Background: an optimization exercise with open tools, aiming at small area. Do not read the settings as production practice. Function was checked by simulation only, so behaviour that the tests miss may differ from the original. No activity file was given, so power comes from the tool's default toggle rates.

==> run a: inputs <==
==> flow/design.v <==
module sdx_core (
    input  wire       CLK,
    input  wire       RST,
    input  wire       RX_VALID,
    input  wire [7:0] RX_BYTE,
    input  wire [4:0] ECHO,
    output reg  [4:0] TRIG,
    output wire [1:0] M_EN,
    output wire [1:0] M_DIR,
    output wire [1:0] M_STEP,
    output reg        GUN
);
    localparam [2:0] C_OTH = 3'b000, C_F = 3'b001, C_R = 3'b010, C_NONE = 3'b011;
    reg [3:0] lo;
    reg [4:0] hi;
    wire lo_wrap = (lo == 4'd9);
    wire grid    = lo_wrap & hi[0];
    always @(posedge CLK) begin
        if (RST) begin
            lo   <= 4'd9;
            hi   <= 5'd29;
            TRIG <= 5'b00000;
        end else begin
            lo <= lo_wrap ? 4'd0 : lo + 4'd1;
            if (lo_wrap) begin
                hi   <= (hi == 5'd29) ? 5'd0 : hi + 5'd1;
                TRIG <= {TRIG[3:0], (hi == 5'd29)};
            end
        end
    end
    reg        s1, s2, eq;
    reg [15:0] ecnt;
    reg        near;             
    always @(posedge CLK) begin
        if (RST) begin
            s1   <= ECHO[2];
            s2   <= ECHO[2];
            eq   <= ECHO[2];
            ecnt <= 16'd0;
            near <= 1'b1;
        end else begin
            s1 <= ECHO[2];
            s2 <= s1;
            eq <= s2;
            if (s2 & ~eq) ecnt <= 16'd1;
            else          ecnt <= ecnt + 16'd1;
            if (~s2 & eq) near <= (ecnt < 16'd600);
        end
    end
    reg [2:0] mem [1:64];
    reg [6:0] cnt;
    wire push = RX_VALID & ~cnt[6];
    reg [2:0] cls;
    always @* begin
        case (RX_BYTE)
            8'h77:   cls = 3'b100;   
            8'h73:   cls = 3'b111;   
            8'h61:   cls = 3'b110;   
            8'h64:   cls = 3'b101;   
            8'h66:   cls = C_F;
            8'h72:   cls = C_R;
            default: cls = C_OTH;
        endcase
    end
    integer i;
    always @(posedge CLK) begin
        if (push) begin
            mem[1] <= cls;
            for (i = 2; i <= 64; i = i + 1) mem[i] <= mem[i-1];
        end
    end
    reg [2:0] head;
    always @* begin
        head = mem[64];
        for (i = 1; i <= 63; i = i + 1)
            if (cnt[5:0] == i) head = mem[i];
    end
    reg [2:0] last;
    reg [2:0] u;
    reg       en;
    reg [1:0] dir;
    reg       rf;                
    wire tick    = grid & ~GUN & u[0];
    wire have    = cnt != 7'd0;
    wire pop     = tick & have;
    wire accept  = pop & (head != last);
    wire [2:0] last_n = pop ? head : last;
    wire acc_r   = accept & (head == C_R);
    wire acc_run = accept & head[2];
    wire acc_hld = accept & ~head[2] & ~head[1];     
    wire fire    = accept & (head == C_F);
    wire roam    = tick & (last_n == C_R) & (acc_r | (near == dir[1]));
    wire run_op  = acc_run | roam;
    always @(posedge CLK) begin
        if (RST) begin
            cnt <= 7'd0;
        end else begin
            case ({push, pop})
                2'b10:   cnt <= cnt + 7'd1;
                2'b01:   cnt <= cnt - 7'd1;
                default: cnt <= cnt;
            endcase
        end
    end
    always @(posedge CLK) begin
        if (RST) begin
            last <= C_NONE;
            GUN  <= 1'b0;
            u    <= 3'd1;
            en   <= 1'b0;
            dir  <= 2'b00;
            rf   <= 1'b0;
        end else begin
            if (pop) last <= head;
            if (grid) begin
                if (GUN) begin
                    if (u[2]) begin
                        GUN <= 1'b0;
                        u   <= 3'd0;
                    end else begin
                        u <= u + 3'd1;
                    end
                end else if (u[0]) begin
                    u <= 3'd0;
                    if (fire) GUN <= 1'b1;
                end else begin
                    u <= 3'd1;
                end
            end
            if (run_op) begin
                en  <= 1'b1;
                dir <= roam ? {~near, 1'b1} : head[1:0];
                rf  <= 1'b1;
            end else begin
                if (acc_hld) en <= 1'b0;
                if (lo == 4'd3) rf <= 1'b0;
            end
        end
    end
    reg       step, low;
    reg [5:0] pc;
    wire pivot   = dir[0] ^ dir[1];
    wire per_ok  = pivot ? (pc >= 6'd60) : (pc >= 6'd20);
    wire pg_fall = en & ~low & ~rf & per_ok;
    wire pg_rise = low & ~rf & (pc >= 6'd3);
    always @(posedge CLK) begin
        if (RST) begin
            step <= 1'b0;
            low  <= 1'b0;
            pc   <= 6'd1;
        end else begin
            if (pg_fall) begin
                step <= 1'b0;
                low  <= 1'b1;
            end else if (pg_rise) begin
                step <= 1'b1;
                low  <= 1'b0;
            end
            if (pg_fall | pg_rise) pc <= 6'd1;
            else if (pc != 6'd63)  pc <= pc + 6'd1;
        end
    end
    assign M_EN   = {en, en};
    assign M_DIR  = dir;
    assign M_STEP = {step, step};
endmodule
==> flow/run.sh <==
#!/bin/bash
# synth_recipe.tcl (not shown) runs the flow's synth.tcl, then flattens the netlist and writes it again
# the make line also repeats each setting of config.mk as NAME=value (left out here)
make -C /OpenROAD-flow-scripts/flow DESIGN_CONFIG=/design/flow/config.mk WORK_HOME=/design/flow/orfs CLKGATE_MAP_FILE= SYNTH_SCRIPT=/design/flow/synth_recipe.tcl finish
==> flow/config.mk <==
export PLATFORM = sky130hd
export DESIGN_NAME = sdx_core
export DESIGN_NICKNAME = sdx_core
export VERILOG_FILES = /design/flow/design.v
export SDC_FILE = /design/flow/constraint.sdc
export NUM_CORES = 4
export LEC_CHECK = 0
export CAP_MARGIN = 20
export CORE_MARGIN = 2
export CORE_UTILIZATION = 40
export PLACE_DENSITY = 0.6
export SLEW_MARGIN = 20
==> flow/constraint.sdc <==
create_clock -name core_clock -period 10.0 [get_ports {CLK}]
set_input_delay 2.0000 -clock core_clock [delete_from_list [all_inputs] [get_ports {CLK}]]
set_output_delay 2.0000 -clock core_clock [all_outputs]
set_load 0.01 [all_outputs]
==> run b: changes against run a <==
==> flow/design.v, changed modules only <==
module sdx_core (
    input  wire       CLK,
    input  wire       RST,
    input  wire       RX_VALID,
    input  wire [7:0] RX_BYTE,
    input  wire [4:0] ECHO,
    output reg  [4:0] TRIG,
    output wire [1:0] M_EN,
    output wire [1:0] M_DIR,
    output wire [1:0] M_STEP,
    output reg        GUN
);
    localparam [2:0] C_OTH = 3'b000, C_F = 3'b001, C_R = 3'b010, C_NONE = 3'b011;
    reg [3:0] lo;
    reg [4:0] hi;
    wire lo_wrap = (lo == 4'd9);
    wire grid    = lo_wrap & hi[0];
    always @(posedge CLK) begin
        if (RST) begin
            lo   <= 4'd9;
            hi   <= 5'd29;
            TRIG <= 5'b00000;
        end else begin
            lo <= lo_wrap ? 4'd0 : lo + 4'd1;
            if (lo_wrap) begin
                hi   <= (hi == 5'd29) ? 5'd0 : hi + 5'd1;
                TRIG <= {TRIG[3:0], (hi == 5'd29)};
            end
        end
    end
    reg        s1, s2, eq;
    reg [15:0] ecnt;             
    reg        lt;               
    reg        near;             
    wire rise = s2 & ~eq;
    wire fall = ~s2 & eq;
    wire ez   = ~|ecnt[14:0];
    wire efb  = ecnt[15] ^ ecnt[14] ^ ecnt[12] ^ ecnt[3] ^ ez;
    wire e599 = (ecnt == 16'h8161);                  
    wire emax = ecnt[15] & ez;                       
    always @(posedge CLK) begin
        s1 <= ECHO[2];
        if (RST) begin
            s2   <= ECHO[2];
            eq   <= ECHO[2];
            ecnt <= 16'd0;
            lt   <= 1'b1;
            near <= 1'b1;
        end else begin
            s2 <= s1;
            eq <= s2;
            ecnt <= rise ? 16'd1 : {ecnt[14:0], efb};
            lt   <= rise | emax | (lt & ~e599);
            if (fall) near <= lt;
        end
    end
    reg [2:0] mem [0:63];
    reg [6:0] cnt;
    wire push = RX_VALID & ~cnt[6];
    reg [2:0] cls;
    always @* begin
        case (RX_BYTE)
            8'h77:   cls = 3'b100;   
            8'h73:   cls = 3'b111;   
            8'h61:   cls = 3'b110;   
            8'h64:   cls = 3'b101;   
            8'h66:   cls = C_F;
            8'h72:   cls = C_R;
            default: cls = C_OTH;
        endcase
    end
    integer i;
    always @(posedge CLK) begin
        if (push) begin
            mem[1] <= cls;
            for (i = 2; i <= 63; i = i + 1) mem[i] <= mem[i-1];
            mem[0] <= mem[63];
        end
    end
    wire [2:0] head;
    genvar b, k;
    generate
        for (b = 0; b < 3; b = b + 1) begin : g_rd
            wire [63:0] l0;
            wire [31:0] l1;
            wire [15:0] l2;
            wire [7:0]  l3;
            wire [3:0]  l4;
            wire [1:0]  l5;
            for (k = 0; k < 64; k = k + 1) begin : g0
                assign l0[k] = mem[k][b];
            end
            for (k = 0; k < 32; k = k + 1) begin : g1
                assign l1[k] = cnt[0] ? l0[2*k+1] : l0[2*k];
            end
            for (k = 0; k < 16; k = k + 1) begin : g2
                assign l2[k] = cnt[1] ? l1[2*k+1] : l1[2*k];
            end
            for (k = 0; k < 8; k = k + 1) begin : g3
                assign l3[k] = cnt[2] ? l2[2*k+1] : l2[2*k];
            end
            for (k = 0; k < 4; k = k + 1) begin : g4
                assign l4[k] = cnt[3] ? l3[2*k+1] : l3[2*k];
            end
            for (k = 0; k < 2; k = k + 1) begin : g5
                assign l5[k] = cnt[4] ? l4[2*k+1] : l4[2*k];
            end
            assign head[b] = cnt[5] ? l5[1] : l5[0];
        end
    endgenerate
    reg [2:0] last;
    reg [2:0] u;
    reg       en;
    reg [1:0] dir;
    reg       rf;                
    wire tick    = grid & ~GUN & u[0];
    wire have    = cnt != 7'd0;
    wire pop     = tick & have;
    wire accept  = pop & (head != last);
    wire [2:0] last_n = pop ? head : last;
    wire acc_r   = accept & (head == C_R);
    wire acc_run = accept & head[2];
    wire acc_hld = accept & ~head[2] & ~head[1];     
    wire fire    = accept & (head == C_F);
    wire roam    = tick & (last_n == C_R) & (acc_r | (near == dir[1]));
    wire run_op  = acc_run | roam;
    reg [6:0] cnt_t;
    reg       cu, cd;
    integer   j;
    always @* begin
        cu = push & ~pop;
        cd = pop & ~push;
        for (j = 0; j < 7; j = j + 1) begin
            cnt_t[j] = cu | cd;
            cu = cu & cnt[j];
            cd = cd & ~cnt[j];
        end
    end
    always @(posedge CLK) begin
        if (RST) begin
            cnt <= 7'd0;
        end else begin
            cnt <= cnt ^ cnt_t;
        end
    end
    always @(posedge CLK) begin
        if (RST) begin
            last <= C_NONE;
            GUN  <= 1'b0;
            u    <= 3'd1;
            en   <= 1'b0;
            dir  <= 2'b00;
            rf   <= 1'b0;
        end else begin
            if (pop) last <= head;
            if (grid) begin
                if (GUN) begin
                    if (u[2]) begin
                        GUN <= 1'b0;
                        u   <= 3'd0;
                    end else begin
                        u <= u + 3'd1;
                    end
                end else if (u[0]) begin
                    u <= 3'd0;
                    if (fire) GUN <= 1'b1;
                end else begin
                    u <= 3'd1;
                end
            end
            if (run_op) begin
                en  <= 1'b1;
                dir <= roam ? {~near, 1'b1} : head[1:0];
                rf  <= 1'b1;
            end else begin
                if (acc_hld) en <= 1'b0;
                if (lo == 4'd3) rf <= 1'b0;
            end
        end
    end
    reg       step, low;
    reg [5:0] pc;
    wire pivot   = dir[0] ^ dir[1];
    wire ge60    = &pc[5:2];
    wire ge20    = pc[5] | (pc[4] & (pc[3] | pc[2]));
    wire per_ok  = pivot ? ge60 : ge20;
    wire pg_fall = en & ~low & ~rf & per_ok;
    wire pg_rise = low & ~rf & (pc >= 6'd3);
    reg [5:0] pc_t;
    reg       pcc;
    integer   m;
    always @* begin
        pcc = ~ge60;
        for (m = 0; m < 6; m = m + 1) begin
            pc_t[m] = pcc;
            pcc = pcc & pc[m];
        end
    end
    always @(posedge CLK) begin
        if (RST) begin
            step <= 1'b0;
            low  <= 1'b0;
            pc   <= 6'd1;
        end else begin
            if (pg_fall) begin
                step <= 1'b0;
                low  <= 1'b1;
            end else if (pg_rise) begin
                step <= 1'b1;
                low  <= 1'b0;
            end
            if (pg_fall | pg_rise) pc <= 6'd1;
            else                   pc <= pc ^ pc_t;
        end
    end
    assign M_EN   = {en, en};
    assign M_DIR  = dir;
    assign M_STEP = {step, step};
endmodule
--- a/flow/config.mk
+++ b/flow/config.mk
@@ -7,6 +7,9 @@
 export LEC_CHECK = 0
 export CAP_MARGIN = 20
 export CORE_MARGIN = 2
-export CORE_UTILIZATION = 40
-export PLACE_DENSITY = 0.6
+export CORE_UTILIZATION = 65
+export CTS_BUF_LIST = sky130_fd_sc_hd__clkbuf_8
+export CTS_CLUSTER_DIAMETER = 50
+export CTS_CLUSTER_SIZE = 20
+export PLACE_DENSITY = 0.75
 export SLEW_MARGIN = 20
==> run c: changes against run a <==
==> flow/design.v, changed modules only <==
module sdx_core (
    input  wire       CLK,
    input  wire       RST,
    input  wire       RX_VALID,
    input  wire [7:0] RX_BYTE,
    input  wire [4:0] ECHO,
    output reg  [4:0] TRIG,
    output wire [1:0] M_EN,
    output wire [1:0] M_DIR,
    output wire [1:0] M_STEP,
    output reg        GUN
);
    localparam [2:0] C_OTH = 3'b000, C_F = 3'b001, C_R = 3'b010, C_NONE = 3'b011;
    reg [3:0] lo;
    reg [4:0] hi;
    wire lo_wrap = (lo == 4'd9);
    wire grid    = lo_wrap & hi[0];
    always @(posedge CLK) begin
        if (RST) begin
            lo   <= 4'd9;
            hi   <= 5'd29;
            TRIG <= 5'b00000;
        end else begin
            lo <= lo_wrap ? 4'd0 : lo + 4'd1;
            if (lo_wrap) begin
                hi   <= (hi == 5'd29) ? 5'd0 : hi + 5'd1;
                TRIG <= {TRIG[3:0], (hi == 5'd29)};
            end
        end
    end
    reg        s1, s2, eq;
    reg [15:0] ecnt;             
    reg        lt;               
    reg        near;             
    wire rise = s2 & ~eq;
    wire fall = ~s2 & eq;
    wire ez   = ~|ecnt[14:0];
    wire efb  = ecnt[15] ^ ecnt[14] ^ ecnt[12] ^ ecnt[3] ^ ez;
    wire e599 = (ecnt == 16'h8161);                  
    wire emax = ecnt[15] & ez;                       
    always @(posedge CLK) begin
        s1 <= ECHO[2];
        if (RST) begin
            s2   <= ECHO[2];
            eq   <= ECHO[2];
            ecnt <= 16'd0;
            lt   <= 1'b1;
            near <= 1'b1;
        end else begin
            s2 <= s1;
            eq <= s2;
            ecnt <= rise ? 16'd1 : {ecnt[14:0], efb};
            lt   <= rise | emax | (lt & ~e599);
            if (fall) near <= lt;
        end
    end
    reg [2:0] mem [0:63];
    reg [6:0] cnt;
    wire push = RX_VALID & ~cnt[6];
    reg [2:0] cls;
    always @* begin
        case (RX_BYTE)
            8'h77:   cls = 3'b100;   
            8'h73:   cls = 3'b111;   
            8'h61:   cls = 3'b110;   
            8'h64:   cls = 3'b101;   
            8'h66:   cls = C_F;
            8'h72:   cls = C_R;
            default: cls = C_OTH;
        endcase
    end
    integer i;
    always @(posedge CLK) begin
        if (push) begin
            mem[1] <= cls;
            for (i = 2; i <= 63; i = i + 1) mem[i] <= mem[i-1];
            mem[0] <= mem[63];
        end
    end
    wire [2:0] head;
    genvar b, k;
    generate
        for (b = 0; b < 3; b = b + 1) begin : g_rd
            wire [63:0] l0;
            wire [31:0] l1;
            wire [15:0] l2;
            wire [7:0]  l3;
            wire [3:0]  l4;
            wire [1:0]  l5;
            for (k = 0; k < 64; k = k + 1) begin : g0
                assign l0[k] = mem[k][b];
            end
            for (k = 0; k < 32; k = k + 1) begin : g1
                assign l1[k] = cnt[0] ? l0[2*k+1] : l0[2*k];
            end
            for (k = 0; k < 16; k = k + 1) begin : g2
                assign l2[k] = cnt[1] ? l1[2*k+1] : l1[2*k];
            end
            for (k = 0; k < 8; k = k + 1) begin : g3
                assign l3[k] = cnt[2] ? l2[2*k+1] : l2[2*k];
            end
            for (k = 0; k < 4; k = k + 1) begin : g4
                assign l4[k] = cnt[3] ? l3[2*k+1] : l3[2*k];
            end
            for (k = 0; k < 2; k = k + 1) begin : g5
                assign l5[k] = cnt[4] ? l4[2*k+1] : l4[2*k];
            end
            assign head[b] = cnt[5] ? l5[1] : l5[0];
        end
    endgenerate
    reg [2:0] last;
    reg [2:0] u;
    reg       en;
    reg [1:0] dir;
    reg       rf;                
    wire tick    = grid & ~GUN & u[0];
    wire have    = cnt != 7'd0;
    wire pop     = tick & have;
    wire accept  = pop & (head != last);
    wire [2:0] last_n = pop ? head : last;
    wire acc_r   = accept & (head == C_R);
    wire acc_run = accept & head[2];
    wire acc_hld = accept & ~head[2] & ~head[1];     
    wire fire    = accept & (head == C_F);
    wire roam    = tick & (last_n == C_R) & (acc_r | (near == dir[1]));
    wire run_op  = acc_run | roam;
    reg [6:0] cnt_t;
    reg       cu, cd;
    integer   j;
    always @* begin
        cu = push & ~pop;
        cd = pop & ~push;
        for (j = 0; j < 7; j = j + 1) begin
            cnt_t[j] = cu | cd;
            cu = cu & cnt[j];
            cd = cd & ~cnt[j];
        end
    end
    always @(posedge CLK) begin
        if (RST) begin
            cnt <= 7'd0;
        end else begin
            cnt <= cnt ^ cnt_t;
        end
    end
    always @(posedge CLK) begin
        if (RST) begin
            last <= C_NONE;
            GUN  <= 1'b0;
            u    <= 3'd1;
            en   <= 1'b0;
            dir  <= 2'b00;
            rf   <= 1'b0;
        end else begin
            if (pop) last <= head;
            if (grid) begin
                if (GUN) begin
                    if (u[2]) begin
                        GUN <= 1'b0;
                        u   <= 3'd0;
                    end else begin
                        u <= u + 3'd1;
                    end
                end else if (u[0]) begin
                    u <= 3'd0;
                    if (fire) GUN <= 1'b1;
                end else begin
                    u <= 3'd1;
                end
            end
            if (run_op) begin
                en  <= 1'b1;
                dir <= roam ? {~near, 1'b1} : head[1:0];
                rf  <= 1'b1;
            end else begin
                if (acc_hld) en <= 1'b0;
                if (lo == 4'd3) rf <= 1'b0;
            end
        end
    end
    reg       step, low;
    reg [5:0] pc;
    wire pivot   = dir[0] ^ dir[1];
    wire ge60    = &pc[5:2];
    wire ge20    = pc[5] | (pc[4] & (pc[3] | pc[2]));
    wire per_ok  = pivot ? ge60 : ge20;
    wire pg_fall = en & ~low & ~rf & per_ok;
    wire pg_rise = low & ~rf & (pc >= 6'd3);
    reg [5:0] pc_t;
    reg       pcc;
    integer   m;
    always @* begin
        pcc = ~ge60;
        for (m = 0; m < 6; m = m + 1) begin
            pc_t[m] = pcc;
            pcc = pcc & pc[m];
        end
    end
    always @(posedge CLK) begin
        if (RST) begin
            step <= 1'b0;
            low  <= 1'b0;
            pc   <= 6'd1;
        end else begin
            if (pg_fall) begin
                step <= 1'b0;
                low  <= 1'b1;
            end else if (pg_rise) begin
                step <= 1'b1;
                low  <= 1'b0;
            end
            if (pg_fall | pg_rise) pc <= 6'd1;
            else                   pc <= pc ^ pc_t;
        end
    end
    assign M_EN   = {en, en};
    assign M_DIR  = dir;
    assign M_STEP = {step, step};
endmodule
==> flow/flow/run.sh (new file) <==
#!/bin/bash
# The standard ORFS layout (standard.sh, unchanged synthesis, floorplan, power grid,
# placement and routing) with two settings changed:
#  - port buffers use sky130_fd_sc_hd__buf_1 instead of the default buffer cell;
#  - clock tree synthesis uses clkbuf_8 buffers in clusters of at most 20 sinks and
#    inserts no dummy load cells.
set -euo pipefail
export BUFFER_PORTS_ARGS="-buffer_cell sky130_fd_sc_hd__buf_1"
export CTS_ARGS="-sink_clustering_enable -repair_clock_nets -dont_use_dummy_load -buf_list sky130_fd_sc_hd__clkbuf_8 -sink_clustering_size 20 -sink_clustering_max_diameter 50"
export RECOVER_POWER=100
bash standard.sh finish > standard_flow.log 2>&1
==> flow/standard.sh (new file) <==
#!/bin/bash
# synth_recipe.tcl (not shown) runs the flow's synth.tcl, then flattens the netlist and writes it again
# the make line also repeats each setting of config.mk as NAME=value (left out here)
make -C /OpenROAD-flow-scripts/flow DESIGN_CONFIG=/design/flow/config.mk WORK_HOME=/design/flow/orfs CLKGATE_MAP_FILE= SYNTH_SCRIPT=/design/flow/synth_recipe.tcl "${@:-finish}"
--- a/flow/config.mk
+++ b/flow/config.mk
@@ -7,6 +7,9 @@
 export LEC_CHECK = 0
 export CAP_MARGIN = 20
 export CORE_MARGIN = 2
-export CORE_UTILIZATION = 40
-export PLACE_DENSITY = 0.6
+export CORE_UTILIZATION = 65
+export CTS_BUF_LIST = sky130_fd_sc_hd__clkbuf_8
+export CTS_CLUSTER_DIAMETER = 50
+export CTS_CLUSTER_SIZE = 20
+export PLACE_DENSITY = 0.75
 export SLEW_MARGIN = 20
removed: flow/run.sh
==> run d: changes against run a <==
--- a/flow/design.v
+++ b/flow/design.v
@@ -47,7 +47,7 @@
             if (~s2 & eq) near <= (ecnt < 16'd600);
         end
     end
-    reg [2:0] mem [1:64];
+    reg [2:0] mem [0:63];
     reg [6:0] cnt;
     wire push = RX_VALID & ~cnt[6];
     reg [2:0] cls;
@@ -66,15 +66,41 @@
     always @(posedge CLK) begin
         if (push) begin
             mem[1] <= cls;
-            for (i = 2; i <= 64; i = i + 1) mem[i] <= mem[i-1];
+            for (i = 2; i <= 63; i = i + 1) mem[i] <= mem[i-1];
+            mem[0] <= mem[63];
         end
     end
-    reg [2:0] head;
-    always @* begin
-        head = mem[64];
-        for (i = 1; i <= 63; i = i + 1)
-            if (cnt[5:0] == i) head = mem[i];
-    end
+    wire [2:0] head;
+    genvar b, k;
+    generate
+        for (b = 0; b < 3; b = b + 1) begin : g_rd
+            wire [63:0] l0;
+            wire [31:0] l1;
+            wire [15:0] l2;
+            wire [7:0]  l3;
+            wire [3:0]  l4;
+            wire [1:0]  l5;
+            for (k = 0; k < 64; k = k + 1) begin : g0
+                assign l0[k] = mem[k][b];
+            end
+            for (k = 0; k < 32; k = k + 1) begin : g1
+                assign l1[k] = cnt[0] ? l0[2*k+1] : l0[2*k];
+            end
+            for (k = 0; k < 16; k = k + 1) begin : g2
+                assign l2[k] = cnt[1] ? l1[2*k+1] : l1[2*k];
+            end
+            for (k = 0; k < 8; k = k + 1) begin : g3
+                assign l3[k] = cnt[2] ? l2[2*k+1] : l2[2*k];
+            end
+            for (k = 0; k < 4; k = k + 1) begin : g4
+                assign l4[k] = cnt[3] ? l3[2*k+1] : l3[2*k];
+            end
+            for (k = 0; k < 2; k = k + 1) begin : g5
+                assign l5[k] = cnt[4] ? l4[2*k+1] : l4[2*k];
+            end
+            assign head[b] = cnt[5] ? l5[1] : l5[0];
+        end
+    endgenerate
     reg [2:0] last;
     reg [2:0] u;
     reg       en;
==> comparison table <==
metric	run b	run a	run c	run d
Data arrival, critical path	4.32 ns	5.05 ns	6.12 ns	5.12 ns
Row cnt	45	61	45	59
Proportion of power drawn by the clock network	22.4%	28.4%	18.4%	30.2%
Clock sink count	253	252	253	252
Area of the multi-input gates	2960 µm²	4070 µm²	2940 µm²	3310 µm²
Sequential Power Share	52.1%	43.0%	55.0%	45.7%
Source of the worst hold timing path	mem[33][0]	s1	mem[47][1]	mem[24][0]
Total number of vias	5599	7971	5477	5939
Transition time of the tightest slew-check pin	1.07 ns	1.07 ns	3.39 ns	1.02 ns
Startpoint type of the worst setup path	primary input	flip-flop	flip-flop	primary input
Run status	finished clean	finished clean	finished with violations	finished clean
Reasons for failing layout checks	-	-	capacitance limit, slew limit	-
Final-layout non-clock buffer area share	2.43%	2.40%	1.13%	2.45%
Number of clock buffers inserted by TritonCTS	21	27	20	26

## port drivers added, routing unchanged
Ports are ideal in the flow. The routed layouts listed here were re-timed in OpenROAD. Step 1: set_driving_cell puts a clkbuf_16 on CLK and a buf_2 on each other input, an assumption about the parent block. Step 2 moves the port delays by t, midway between the first and last clock arrival at a register: inputs arrive t later, outputs are due t later. That takes back most of the time a late clock gives input paths. Slacks: ideal ports / drivers / drivers and shift; pairs: ideal ports / drivers.
run	t (ns)	setup WS [ns]	hold slack, ns
run a	0.571	5.407 / 5.407 / 5.171	0.435 / 0.435 / 0.435
run b	0.564	5.842 / 5.853 / 5.290	0.450 / 0.450 / 0.450
run c	0.543	4.263 / 4.263 / 4.263	0.414 / 0.414 / 0.414
run d	0.561	5.330 / 5.351 / 4.789	0.434 / 0.434 / 0.434
For run b, which loses most, drivers alone change the setup slack by +0.011 ns; drivers and shift together by -0.552 ns.
